What follows belongs to an exercise in optimizing a design on an open flow for small area, a short achievable clock period and few clock cycles; a production flow would make more cautious choices. The RTL was checked by simulation tests, not by an equivalence proof against the original design. No activity file was given, so power comes from the tool's default toggle rates.

### flow/config.mk
export PLATFORM = sky130hd
export DESIGN_NAME = qbc
export DESIGN_NICKNAME = qbc
export VERILOG_FILES = /design/flow/design.v
export SDC_FILE = /design/flow/constraint.sdc
export NUM_CORES = 4
export LEC_CHECK = 0
export CAP_MARGIN = 20
export CORE_MARGIN = 2
export CORE_UTILIZATION = 40
export SETUP_SLACK_MARGIN = 2.2
export SLEW_MARGIN = 20
export TNS_END_PERCENT = 5
### flow/constraint.sdc
create_clock -name core_clock -period 5.0 [get_ports {clk}]
set_input_delay 1.0000 -clock core_clock [delete_from_list [all_inputs] [get_ports {clk}]]
set_output_delay 1.0000 -clock core_clock [all_outputs]
set_load 0.01 [all_outputs]
### flow/design.v
module qbc (
    input  wire        clk,
    input  wire        rst_n,
    input  wire        req_valid,
    output wire        req_ready,
    input  wire        req_write,
    input  wire [7:0]  req_addr,
    input  wire [31:0] req_wdata,
    output wire        rsp_valid,
    output wire [31:0] rsp_rdata,
    output wire        rsp_err
);
    localparam [51:0] FOOT52   = {52{1'b1}};
    localparam [31:0] ID_VALUE = 32'h5142_0701;
    reg [63:0] idx_in;
    reg [31:0] x_in, y_in;
    reg [63:0] res;
    reg [31:0] x_out, y_out;
    reg [11:0] f_q;           
    reg [31:0] cmd;
    reg        st_vi, st_vc, st_can, st_cha, st_errs;
    reg [2:0]  st_ecode;      
    reg [63:0] ch_base;
    reg [52:0] ch_k;          
    reg [4:0]  ch_d;          
    reg        running;
    reg        rsp_pending;
    reg [31:0] rsp_data_q;
    reg        rsp_err_q;
    assign req_ready = running & rst_n & ~busy;
    assign rsp_valid = rsp_pending & rst_n;
    assign rsp_rdata = rsp_data_q;
    assign rsp_err   = rsp_err_q;
    wire accept   = req_valid & req_ready;
    wire aligned  = (req_addr[1:0] == 2'b00);
    wire do_write = accept & req_write & aligned;
    wire do_cmd   = do_write & (req_addr[7:2] == 6'h00);
    wire rst      = ~rst_n;
    wire [31:0] wd = req_wdata & {32{rst_n}};
    wire [3:0] op = req_wdata[3:0];
    wire [4:0] r  = req_wdata[12:8];
    wire uses_r   = (op == 4'h1) | (op == 4'h5) | (op == 4'h6);
    wire illegal  = (|req_wdata[31:13]) | (|req_wdata[7:4]) | (op >= 4'hA) |
                    (~uses_r & (|r));
    wire op_pack  = ~illegal & (op == 4'h1);
    wire op_unp   = ~illegal & (op == 4'h2);
    wire op_chk   = ~illegal & (op == 4'h3);
    wire op_gres  = ~illegal & (op == 4'h4);
    wire op_par   = ~illegal & (op == 4'h5);
    wire op_chl   = ~illegal & (op == 4'h6);
    wire op_nc    = ~illegal & (op == 4'h7);
    wire op_menc  = ~illegal & (op == 4'h8);
    wire op_mdec  = ~illegal & (op == 4'h9);
    wire [4:0]  z      = idx_in[56:52];
    wire [51:0] v52    = idx_in[51:0];
    wire        r_big  = (r > 5'd26);
    wire [51:0] foot_r = FOOT52 >> {r, 1'b0};
    wire [51:0] foot_z = FOOT52 >> {z, 1'b0};
    reg [63:0] menc;
    reg [31:0] dex, dey;
    integer i;
    always @* begin
        for (i = 0; i < 32; i = i + 1) begin
            menc[2*i]     = x_in[i];
            menc[2*i + 1] = y_in[i];
            dex[i]        = idx_in[2*i];
            dey[i]        = idx_in[2*i + 1];
        end
    end
    reg        m_pack, m_unp, m_nc;     
    reg        busy;                    
    reg        p_pack, p_unp, p_nc;     
    wire [4:0]  r_eff  = busy ? cmd[12:8] : r;
    wire [51:0] foot_e = FOOT52 >> {r_eff, 1'b0};
    wire [4:0]  cb_r   = ch_base[56:52];
    reg  [4:0]  sh_aq;
    reg         a_bus;
    wire [4:0]  sh_a   = a_bus ? ~r : sh_aq;
    reg [63:0] sh_in;
    always @* begin
        sh_in = 64'd0;
        for (i = 0; i < 26; i = i + 1) begin
            sh_in[2*i+2] = (m_pack & x_in[i]) | (m_nc & ch_k[2*i]) |
                           (m_unp & idx_in[2*(25-i)]);
            sh_in[2*i+3] = (m_pack & y_in[i]) | (m_nc & ch_k[2*i+1]) |
                           (m_unp & idx_in[2*(25-i)+1]);
        end
    end
    wire [63:0] sh_q = sh_in << {sh_a, 1'b0};
    wire [51:0] sh_or  = m_pack ? foot_e : ch_base[51:0];
    wire [11:0] sh_top = m_pack ? {7'b0100100, r_eff} : ch_base[63:52];
    wire [63:0] sh_res = {sh_top, sh_q[63:12] | sh_or};
    reg  [31:0] sh_x, sh_y;
    always @* begin
        for (i = 0; i < 32; i = i + 1) begin
            sh_x[i] = sh_q[2*(31-i)];
            sh_y[i] = sh_q[2*(31-i)+1];
        end
    end
    wire [31:0] xy_or = x_in | y_in;
    reg  [31:0] xy_hi;                  
    always @* begin
        xy_hi[31] = xy_or[31];
        for (i = 30; i >= 0; i = i - 1)
            xy_hi[i] = xy_hi[i+1] | xy_or[i];
    end
    wire        pk_range = xy_hi[r];
    wire chk_vi  = ~idx_in[63] & idx_in[62] & (idx_in[61:59] != 3'd7) &
                   (z <= 5'd26) & (&(v52 | ~foot_z));
    wire chk_vc  = chk_vi & (idx_in[61:59] == 3'd1);
    wire chk_can = chk_vc & (idx_in[58:57] == 2'd0);
    wire [63:0] par_res = {idx_in[63:57], r, v52 | foot_r};
    wire [63:0] chl_base = {idx_in[63:57], r, v52 & ~(foot_z & ~foot_r)};
    wire [4:0]  chl_d    = r + ~z + 5'd1;
    wire [52:0] nc_k1   = ch_k + 53'd1;
    wire [51:0] lowd    = ~(FOOT52 << {ch_d, 1'b0});
    wire        nc_last = &(ch_k[51:0] | ~lowd);
    wire fmt_ok = ~(|req_wdata[31:13]) & ~(|req_wdata[7:4]);
    wire r_zero = (r == 5'd0);
    wire r_gt_z = (r > z);
    wire k_pack = fmt_ok & (op == 4'h1) & ~r_big & ~pk_range;
    wire k_unp  = fmt_ok & (op == 4'h2) & r_zero;
    wire k_chk  = fmt_ok & (op == 4'h3) & r_zero;
    wire k_gres = fmt_ok & (op == 4'h4) & r_zero;
    wire k_par  = fmt_ok & (op == 4'h5) & ~r_big & ~r_gt_z;
    wire k_chl  = fmt_ok & (op == 4'h6) & ~r_big & r_gt_z;
    wire k_nc   = fmt_ok & (op == 4'h7) & r_zero & st_cha;
    wire k_menc = fmt_ok & (op == 4'h8) & r_zero;
    wire k_mdec = fmt_ok & (op == 4'h9) & r_zero;
    wire k_nop  = fmt_ok & (op == 4'h0) & r_zero;
    wire fail   = ~(k_pack | k_unp | k_chk | k_gres | k_par | k_chl | k_nc |
                    k_menc | k_mdec | k_nop);
    wire e_inv  = (op_pack & r_big) | (op_par & (r_big | r_gt_z)) |
                  (op_chl & (r_big | ~r_gt_z));
    wire e_rng  = op_pack & ~r_big & pk_range;
    wire [2:0] ecode = ~fail ? 3'd0 : illegal ? 3'd2 : e_inv ? 3'd1 :
                       e_rng ? 3'd3 : 3'd4;
    wire ok   = do_cmd & ~fail;
    wire [31:0] status = {20'd0, 1'b0, st_ecode, 2'b00, st_errs, |st_ecode,
                          st_cha, st_can, st_vc, st_vi};
    wire [31:0] f_out  = {14'd0, f_q[11], f_q[10], 2'b00, f_q[6:5], 1'b0,
                          f_q[9:7], 3'b000, f_q[4:0]};
    wire [63:0] ch_n   = (ch_d == 5'd0) ? 64'd0 : (64'd1 << {ch_d, 1'b0});
    reg [31:0] rd_data;
    always @* begin
        case (req_addr[7:2])
            6'h00: rd_data = cmd;
            6'h01: rd_data = status;
            6'h02: rd_data = ID_VALUE;
            6'h04: rd_data = idx_in[31:0];
            6'h05: rd_data = idx_in[63:32];
            6'h06: rd_data = x_in;
            6'h07: rd_data = y_in;
            6'h08: rd_data = res[31:0];
            6'h09: rd_data = res[63:32];
            6'h0A: rd_data = x_out;
            6'h0B: rd_data = y_out;
            6'h0C: rd_data = f_out;
            6'h0E: rd_data = ch_base[31:0];
            6'h0F: rd_data = ch_base[63:32];
            6'h10: rd_data = ch_k[31:0];
            6'h11: rd_data = {11'd0, ch_k[52:32]};
            6'h12: rd_data = ch_n[31:0];
            6'h13: rd_data = ch_n[63:32];
            default: rd_data = 32'd0;
        endcase
    end
    wire we_idx_lo = rst | (do_write & (req_addr[7:2] == 6'h04));
    wire we_idx_hi = rst | (do_write & (req_addr[7:2] == 6'h05));
    wire we_x      = rst | (do_write & (req_addr[7:2] == 6'h06));
    wire we_y      = rst | (do_write & (req_addr[7:2] == 6'h07));
    wire we_cmd    = rst | do_cmd;
    wire s_par  = do_cmd & k_par;
    wire s_menc = do_cmd & k_menc;
    wire s_mdec = do_cmd & k_mdec;
    wire s_chl  = do_cmd & k_chl;
    wire s_pack = do_cmd & k_pack & m_pack;
    wire s_unp  = do_cmd & k_unp & m_unp;
    wire s_nc   = do_cmd & k_nc & m_nc;
    wire defer  = do_cmd & ((k_pack & ~m_pack) | (k_unp & ~m_unp) |
                            (k_nc & ~m_nc));
    wire f_res  = s_pack | s_nc | p_pack | p_nc;    
    wire f_unp  = s_unp | p_unp;
    wire f_nc   = s_nc | p_nc;
    wire we_res = rst | s_par | s_menc | f_res;
    wire [63:0] res_nx = ({64{s_par}} & par_res) | ({64{s_menc}} & menc) |
                         ({64{f_res & rst_n}} & sh_res);
    wire we_xo  = rst | s_mdec | f_unp;
    wire [31:0] xo_nx = ({32{s_mdec}} & dex) | ({32{f_unp & rst_n}} & sh_x);
    wire [31:0] yo_nx = ({32{s_mdec}} & dey) | ({32{f_unp & rst_n}} & sh_y);
    wire we_f   = rst | (do_cmd & (k_unp | k_chk | k_gres));
    wire we_chk = rst | (do_cmd & k_chk);
    wire we_chb = rst | s_chl;
    wire we_chk_k = rst | s_chl | f_nc;
    wire wr_xy  = do_write & ((req_addr[7:2] == 6'h06) | (req_addr[7:2] == 6'h07));
    wire wr_idx = do_write & ((req_addr[7:2] == 6'h04) | (req_addr[7:2] == 6'h05));
    wire mode_upd = defer | wr_xy | wr_idx | s_chl;
    wire mp_n = mode_upd ? (defer ? op_pack : wr_xy)  : m_pack;
    wire mu_n = mode_upd ? (defer ? op_unp  : wr_idx) : m_unp;
    wire mn_n = mode_upd ? (defer ? op_nc   : s_chl)  : m_nc;
    wire [4:0] z_n  = we_idx_hi ? wd[24:20] : z;
    wire [4:0] cb_n = s_chl ? r : cb_r;
    always @(posedge clk) begin
        running     <= rst_n;
        rsp_pending <= (accept & ~defer) | (busy & rst_n);
        rsp_err_q   <= ~aligned & ~busy;
        rsp_data_q  <= (req_write | ~aligned | busy) ? 32'd0 : rd_data;
        busy        <= defer;
        p_pack      <= defer & op_pack;
        p_unp       <= defer & op_unp;
        p_nc        <= defer & op_nc;
        m_pack <= mp_n | rst;
        m_unp  <= mu_n & rst_n;
        m_nc   <= mn_n & rst_n;
        a_bus  <= (mp_n & ~defer) | rst;
        sh_aq  <= defer ? (op_pack ? ~r : op_nc ? ~cb_r : ~z)
                        : (mn_n ? ~cb_n : ~z_n);
        if (we_idx_lo) idx_in[31:0]  <= wd;
        if (we_idx_hi) idx_in[63:32] <= wd;
        if (we_x)      x_in <= wd;
        if (we_y)      y_in <= wd;
        if (we_cmd)    cmd  <= wd;
        if (we_res) res <= res_nx;
        if (we_xo) begin
            x_out <= xo_nx;
            y_out <= yo_nx;
        end
        if (we_f) f_q <= idx_in[63:52] & {12{rst_n}};
        if (we_chk) begin
            st_vi  <= chk_vi & rst_n;
            st_vc  <= chk_vc & rst_n;
            st_can <= chk_can & rst_n;
        end
        if (we_chb) begin
            ch_base <= chl_base & {64{rst_n}};
            ch_d    <= chl_d & {5{rst_n}};
        end
        if (we_chk_k)
            ch_k <= (f_nc & rst_n) ? nc_k1 : 53'd0;
        if (rst) begin
            st_cha   <= 1'b0;
            st_errs  <= 1'b0;
            st_ecode <= 3'd0;
        end else begin
            if (s_chl)
                st_cha <= 1'b1;
            else if (f_nc & nc_last)
                st_cha <= 1'b0;
            if (do_cmd) begin
                st_ecode <= ecode;
                if (fail) st_errs <= 1'b1;
            end else if (do_write & (req_addr[7:2] == 6'h01) & req_wdata[5])
                st_errs <= 1'b0;
        end
    end
endmodule
### flow/run.sh
#!/bin/bash
# synth_recipe.tcl (not shown) runs the flow's synth.tcl, then flattens the netlist and writes it again
# the make line also repeats each setting of config.mk as NAME=value (left out here)
make -C /OpenROAD-flow-scripts/flow DESIGN_CONFIG=/design/flow/config.mk WORK_HOME=/design/flow/orfs CLKGATE_MAP_FILE= SYNTH_SCRIPT=/design/flow/synth_recipe.tcl finish
==> impl_metrics.tcl, run 1 <==
set metrics [dict create \
    synth_common_cells "edfxtp_1, nand2_1, nor2_1, o21ai_0, clkbuf_1" \
    root_buffer "clkbuf_16" \
    ios 79 \
    ys_warn_count 1 \
    yosysSeqAreaShare_pct 49.3 \
    worstReg2RegStart "idx_in[36]" \
    tightest_slew_ps 1280 \
    path_class "input pin to register" \
    fp.dieW_um 269 \
    drive_gt1_share_pct 26.5 \
    synth.largest_area_cell "edfxtp_1" \
    worstPathRequired_ps 5470 \
    postRouteAntennaNets 0 \
    finalClockSkew_ps 29.9 \
    syn_area_per_cell_um2 9.83 \
    rsz0062_at_grt "true" \
    drc 0 \
    design_area_um2 37500 \
    syn_area_um2 28000 \
    hold_viol 0 \
    vdd_drop_max_mv 0.407 \
    layout_min_cycle_time_ps 3440 \
    leakagePower_nw 14.0 \
    worst-r2r-setup-slack_ps 1660 \
    min_path_cells 2 \
    synth_edf_count 425 \
    crit_fanout 19 \
    clk_path_buf_depth 3 \
    yosysMostFrequentCell "edfxtp_1" \
    critPathArrivalTime_ps 3910 \
    yosys.area.top_type_share_pct 45.5 \
    async_flop_share_pct 0 \
    cts_htree_levels 2 \
    grt_pass1_vias 30100 \
    finalCritPeriodShare_pct 68.9 \
    synth_flop_cell "edfxtp_1" \
    worstSkewPairLatency_ps 660 \
    regArea_um2 13800 \
    grt-ovfl-total 0 \
    clk_pin_slew_ps 60 \
    finalSetupViolCount 0 \
    max_freq_ghz 0.290 \
    portBuffers 78 \
    ys_ff_latch 478 \
    syn_inst 2853 \
    synth.net_count 2904 \
    p_per_area_nw_per_um2 316 \
    drv_cap 0 \
    multi_input_area_um2 14200 \
    antenna_found_initial 33 \
    rows 97 \
    r2r-end "res[24]" \
    vias 33200 \
    synth_cell_type_count 97 \
    start_util_pct 40.2 \
    dp_hpwl_um 141000 \
    die_h_um 269 \
    dieArea_um2 72300 \
    crit_start "req_addr[7]" \
    fp.coreArea_um2 69800 \
    status "complete, no violations" \
    wirelength_um 201000 \
    slew_viol_final 0 \
    drt-initial-drc-count 8002 \
    grt_pass1_wl_um 265000 \
    avgViaCountPerCell 7.71 \
    synthToLayoutAreaGrowth_pct 33.6 \
    synthTopCellsByArea "edfxtp_1, nand2_1, o21ai_0" \
    hp-class "register to register" \
    cts_sinks 478 \
    grt_usage_pct 54.6 \
    finalNetCount 3348 \
    slew_headroom_pct 13.8 \
    cts_tree "yes" \
    cts_made_buffers 54 \
    cp-start-kind "input pin" \
    placed_area_um2 32000 \
    place.gp.congestion 1.18 \
    finalSetupTns_ps 0 \
    firstDrtPassIters 13 \
    ff2ff_path_depth 9 \
    wl_per_cell_um 46.7 \
    cp-end-kind "register" \
    grt_max_degree 73 \
    fill_cells 6186 \
    crit_path_end "rsp_data_q[20]" \
]
==> sequential cells by signal, summed over array words and instances (netlist names), 3 cells and up <==
register,count
y_out,32
f_q,12
res,64
y_in,32
sh_aq,5
x_in,32
x_out,32
ch_base,64
ch_k,53
idx_in,64
cmd,32
ch_d,5
rsp_data_q,32
st_ecode,3
==> worst max-delay path, cell delays in order <==
cell	delay (ps)
clkdlybuf4s15_2	350
nor3_2	420
nand2_1	290
nor2_4	470
buf_4	440
a221oi_1	160
a31oi_1	740
==> cell families (layout without fill, tap and decap cells) <==
group / after synthesis / after routing / synth area share [%]
DFF: 478 / 478 / 49.3
adders and majority gates: 8 / 8 / 0.375
other: 0 / 19 / 0
muxes: 105 / 105 / 4.02
buffers and inverters: 287 / 776 / 4.24
AOI/OAI and AO/OA: 981 / 981 / 24.9
xor gates and xnor gates: 49 / 49 / 1.53
and+or+nand+nor: 945 / 945 / 15.7
==> metrics by stage <==
step	utilization, %	instances	hold slack [ps]	worst slack (ps)	total power [mW]
2_1_floorplan	-	2853	444	1540	5.60
3_3_place_gp	45.8	3956	476	377	6.83
3_5_place_dp	45.8	3962	488	429	6.83
4_1_cts	52.9	4247	495	1890	11.5
5_1_grt	53.6	4286	525	1680	11.9
6_report	53.7	4301	504	1560	11.8
==> per-layer routing <==
metal  track usage, %  share of wire [%]
met4             42.9                 11
met5             6.69               0.39
met3             32.7                 19
met1             64.2                 33
met2             70.2                 37
==> worst min path at each step <==
stage / from / to / slack (ps)
finish: st_errs / st_errs / 500
global route: st_ecode[2] / st_ecode[2] / 530
CTS: st_errs / st_errs / 500
detailed placement: st_errs / st_errs / 490
global placement: st_errs / st_errs / 480
floorplan: st_errs / st_errs / 440
==> cells in the final DEF (no fill, tap or decap), types with 24 or more instances in the layout <==
cell type        instances
clkbuf_16               60
and2_1                  63
mux2_2                  37
a221oi_1                78
o22ai_1                 35
a22o_1                  68
and3_1                  25
a31oi_1                 44
o21ai_0                205
inv_1                   65
edfxtp_1               425
buf_4                  420
nor3_1                  24
clkdlybuf4s50_1         40
nor2_1                 227
a22oi_1                 94
nand2_1                304
a21oi_1                113
a222oi_1                58
buf_12                  46
mux2i_1                 56
o211ai_1                29
nand3_1                103
buf_6                   30
nand4_1                 31
dfxtp_1                 46
xor2_1                  30
==> area by class of cell <==
cell class / instances / area share [%]
multi-input cells: 2088 / 37.8
flip-flops and latches: 478 / 36.9
repair buffers: 605 / 16.0
clock buffers: 73 / 4.24
well taps: 940 / 3.14
clock inverters: 28 / 1.00
inverters: 70 / 0.728
diodes: 19 / 0.127
==> what timing repair did <==
action,4_1_cts,5_1_grt
gates resized for setup,299,52
pin swaps,72,33
endpoints found under the setup margin,645,549
hold buffers,0,0
buffers inserted,162,34
cloned,22,1
==> report_power, final <==
part | switching [mW] | internal, mW | total, mW | leakage (nW)
combinational | 1.59 | 0.790 | 2.38 | 8.31
clock | 1.83 | 2.65 | 4.48 | 0.970
sequential | 0.397 | 4.58 | 4.97 | 4.71
total | 3.82 | 8.02 | 11.8 | 14.0
Testbench counts, summed over its fixed seeds: cycles 39,357.
==> run 2: changes to the inputs <==
--- a/flow/config.mk
+++ b/flow/config.mk
@@ -6,8 +6,10 @@
 export NUM_CORES = 4
 export LEC_CHECK = 0
 export CAP_MARGIN = 20
+export CELL_PAD_IN_SITES_DETAIL_PLACEMENT = 1
 export CORE_MARGIN = 2
-export CORE_UTILIZATION = 40
-export SETUP_SLACK_MARGIN = 2.2
+export CORE_UTILIZATION = 50
+export CTS_BUF_LIST = sky130_fd_sc_hd__clkbuf_8
+export SETUP_SLACK_MARGIN = 2.3
 export SLEW_MARGIN = 20
 export TNS_END_PERCENT = 5
==> run 2 against run 1 <==
The run now fails in global routing (5_1_grt); area after synthesis stayed put; synthesized cell count did not move.
==> impl_metrics.tcl, run 2 <==
set metrics [dict create \
    cts_made_buffers 83 \
    placed_area_um2 31300 \
    die_h_um 241 \
    syn_inst 2853 \
    ys_ff_latch 478 \
    synth_common_cells "edfxtp_1, nand2_1, nor2_1, o21ai_0, clkbuf_1" \
    root_buffer "clkbuf_8" \
    grt-ovfl-total 773 \
    synth.net_count 2904 \
    grt_max_degree 54 \
    synth.largest_area_cell "edfxtp_1" \
    place.gp.congestion 1.17 \
    synthTopCellsByArea "edfxtp_1, nand2_1, o21ai_0" \
    ios 79 \
    status "did not finish" \
    synth_cell_type_count 97 \
    haltStage "global routing (5_1_grt)" \
    portBuffers 78 \
    yosysMostFrequentCell "edfxtp_1" \
    synth_flop_cell "edfxtp_1" \
    cts_htree_levels 3 \
    grt_pass1_vias 41400 \
    yosys.area.top_type_share_pct 45.5 \
    rows 86 \
    firstError "[ERROR GRT-0116] Global routing finished with congestion. Check the congestion regions in the DRC Viewer." \
    cts_sinks 478 \
    syn_area_per_cell_um2 9.83 \
    start_util_pct 50.7 \
    clk_path_buf_depth 3 \
    async_flop_share_pct 0 \
    grt_pass1_wl_um 355000 \
    grt_usage_pct 86.1 \
    dp_hpwl_um 136000 \
    fp.dieW_um 241 \
    syn_area_um2 28000 \
    synth_edf_count 425 \
    ys_warn_count 1 \
    yosysSeqAreaShare_pct 49.3 \
]
run 2: through the flow:
stage | std cells | hold WS [ps] | worst slack [ps] | power, mW | util, %
4_1_cts | 4105 | 519 | 1900 | 10.7 | 66.7
3_5_place_dp | 3720 | 535 | 90.4 | 6.68 | 56.7
3_3_place_gp | 3713 | 507 | 255 | 6.62 | 56.6
2_1_floorplan | 2853 | 444 | 1540 | 5.60 | -
run 2: worst max path at each step:
stage                            start        end  slack (ps)  cells after the start
after floorplan           req_wdata[8]     res[0]        1540                     10
after global placement    req_wdata[9]  y_out[20]         250                     12
after detailed placement  req_wdata[9]  y_out[20]          90                     12
after CTS                     x_in[25]    res[46]        1900                     12
run 2: routing by layer:
metal | GRT overflow | global-route usage (%)
met1 | 41 | 87.1
met5 | 9 | 53.5
met2 | 366 | 96.4
met4 | 290 | 84.9
met3 | 67 | 76.4
run 2: logic make-up after synthesis:
logic type               count (synthesis)  share of synthesized area (%)
AO/OA/AOI/OAI                          981                           24.9
XOR/XNOR                                49                           1.53
adder cells (fa/ha/maj)                  8                          0.375
buffers and inverters                  287                           4.24
flip-flops                             478                           49.3
multiplexers                           105                           4.02
AND/OR/NAND/NOR                        945                           15.7
run 2: power by group through the flow:
| stage | clock [mW] | sequential [mW] | combinational [mW] |
|---|---|---|---|
| 2_1_floorplan | 0 | 4.78 | 0.814 |
| 3_3_place_gp | 0 | 5.00 | 1.62 |
| 3_5_place_dp | 0 | 5.01 | 1.67 |
| 4_1_cts | 3.71 | 4.89 | 2.04 |
run 2: what timing repair did:
action	in CTS
setup buffers	208
hold buffers	0
pin swaps	124
gates resized for setup	450
endpoints found under the setup margin	668
cloned	21
==> run 3: changes to the inputs <==
--- a/flow/config.mk
+++ b/flow/config.mk
@@ -10,6 +10,6 @@
 export CORE_MARGIN = 2
 export CORE_UTILIZATION = 50
 export CTS_BUF_LIST = sky130_fd_sc_hd__clkbuf_8
-export SETUP_SLACK_MARGIN = 2.3
+export SETUP_SLACK_MARGIN = 1.9
 export SLEW_MARGIN = 20
 export TNS_END_PERCENT = 5
==> run 3 against run 2 <==
The flow again stops in global routing (5_1_grt); area after synthesis unchanged; synthesized cell count unchanged.
==> impl_metrics.tcl, run 3 <==
set metrics [dict create \
    synth_flop_cell "edfxtp_1" \
    portBuffers 78 \
    status "did not finish" \
    start_util_pct 50.7 \
    cts_sinks 478 \
    cts_made_buffers 83 \
    syn_area_um2 28000 \
    rows 86 \
    haltStage "global routing (5_1_grt)" \
    synth_cell_type_count 97 \
    grt_pass1_wl_um 290000 \
    place.gp.congestion 1.15 \
    dp_hpwl_um 135000 \
    ys_ff_latch 478 \
    yosysSeqAreaShare_pct 49.3 \
    grt_usage_pct 72.3 \
    ys_warn_count 1 \
    cts_htree_levels 3 \
    root_buffer "clkbuf_8" \
    ios 79 \
    grt_max_degree 65 \
    cts_hold_buf 0 \
    syn_inst 2853 \
    synth.largest_area_cell "edfxtp_1" \
    synth_edf_count 425 \
    clk_path_buf_depth 3 \
    synth_common_cells "edfxtp_1, nand2_1, nor2_1, o21ai_0, clkbuf_1" \
    syn_area_per_cell_um2 9.83 \
    grt-ovfl-total 2 \
    fp.dieW_um 241 \
    synth.net_count 2904 \
    dp_cells 3734 \
    async_flop_share_pct 0 \
    firstError "[ERROR GRT-0116] Global routing finished with congestion. Check the congestion regions in the DRC Viewer." \
    grt_pass1_vias 35800 \
    yosys.area.top_type_share_pct 45.5 \
    die_h_um 241 \
    synthTopCellsByArea "edfxtp_1, nand2_1, o21ai_0" \
    yosysMostFrequentCell "edfxtp_1" \
]
[run 3: timing repair]
item / CTS
resized for setup: 146
pin swaps: 46
endpoints found under the hold margin: 0
setup endpoints to repair: 554
buffers inserted: 105
gates cloned: 7
[run 3: cell families after synthesis]
logic type / after synthesis / share of synthesized area [%]
fa+ha+maj: 8 / 0.375
mux: 105 / 4.02
buf+inv: 287 / 4.24
simple gates: 945 / 15.7
xor+xnor: 49 / 1.53
flops: 478 / 49.3
compound gates: 981 / 24.9
[run 3: stage by stage]
| step | area (µm²) | power [mW] | worst slack [ps] | hold slack [ps] |
|---|---|---|---|---|
| global placement | 31400 | 6.66 | 211 | 525 |
| floorplan | 28200 | 5.59 | 1490 | 444 |
| detailed placement | 31400 | 6.71 | 194 | 541 |
| CTS | 34700 | 10.5 | 1830 | 548 |
[run 3: how the worst max path moves through the flow]
stage                             start        to  slack [ps]
after floorplan             req_addr[3]  x_out[0]        1490
after global placement    req_wdata[11]  sh_aq[0]         210
after detailed placement   req_wdata[9]  sh_aq[0]         190
after CTS                 req_wdata[12]   res[28]        1830
[run 3: metal layers]
layer  GRT usage (%)  GRT overflow
met1            76.6             0
met2            85.6             1
met3            59.2             0
met4            64.3             1
met5            29.8             0
[run 3: power by group through the flow]
stage	Clock (mW)	Combinational (mW)	Sequential (mW)
after floorplan	0	0.812	4.78
after global placement	0	1.65	5.01
after detailed placement	0	1.70	5.01
after CTS	3.74	1.89	4.91

-- what the ideal ports hide --
No port has a modelled driver above. Below, the same layout with a new extraction and two added sets of constraints. Step 1 assumes that a clkbuf_16 drives the clock port and a buf_2 every other input. Step 2 also shifts input and output timing later by t, the mid clock arrival at the registers, as if the neighbouring blocks saw the same clock. a / b / c = ideal / step 1 / step 2; a / b = the first two.
run: run 1
t (ns): 0.718
setup slack, ns: 1.556 / 1.604 / 0.886
slew at the worst register clock pin (ns): 0.07 / 0.07
worst data-port slew with drivers (ns): 0.11
cell pins on the clock port's net: 1
After both steps run 1 still meets setup and hold. The setup slack of run 1 moves by +0.048 ns with the drivers and by -0.670 ns with both steps.
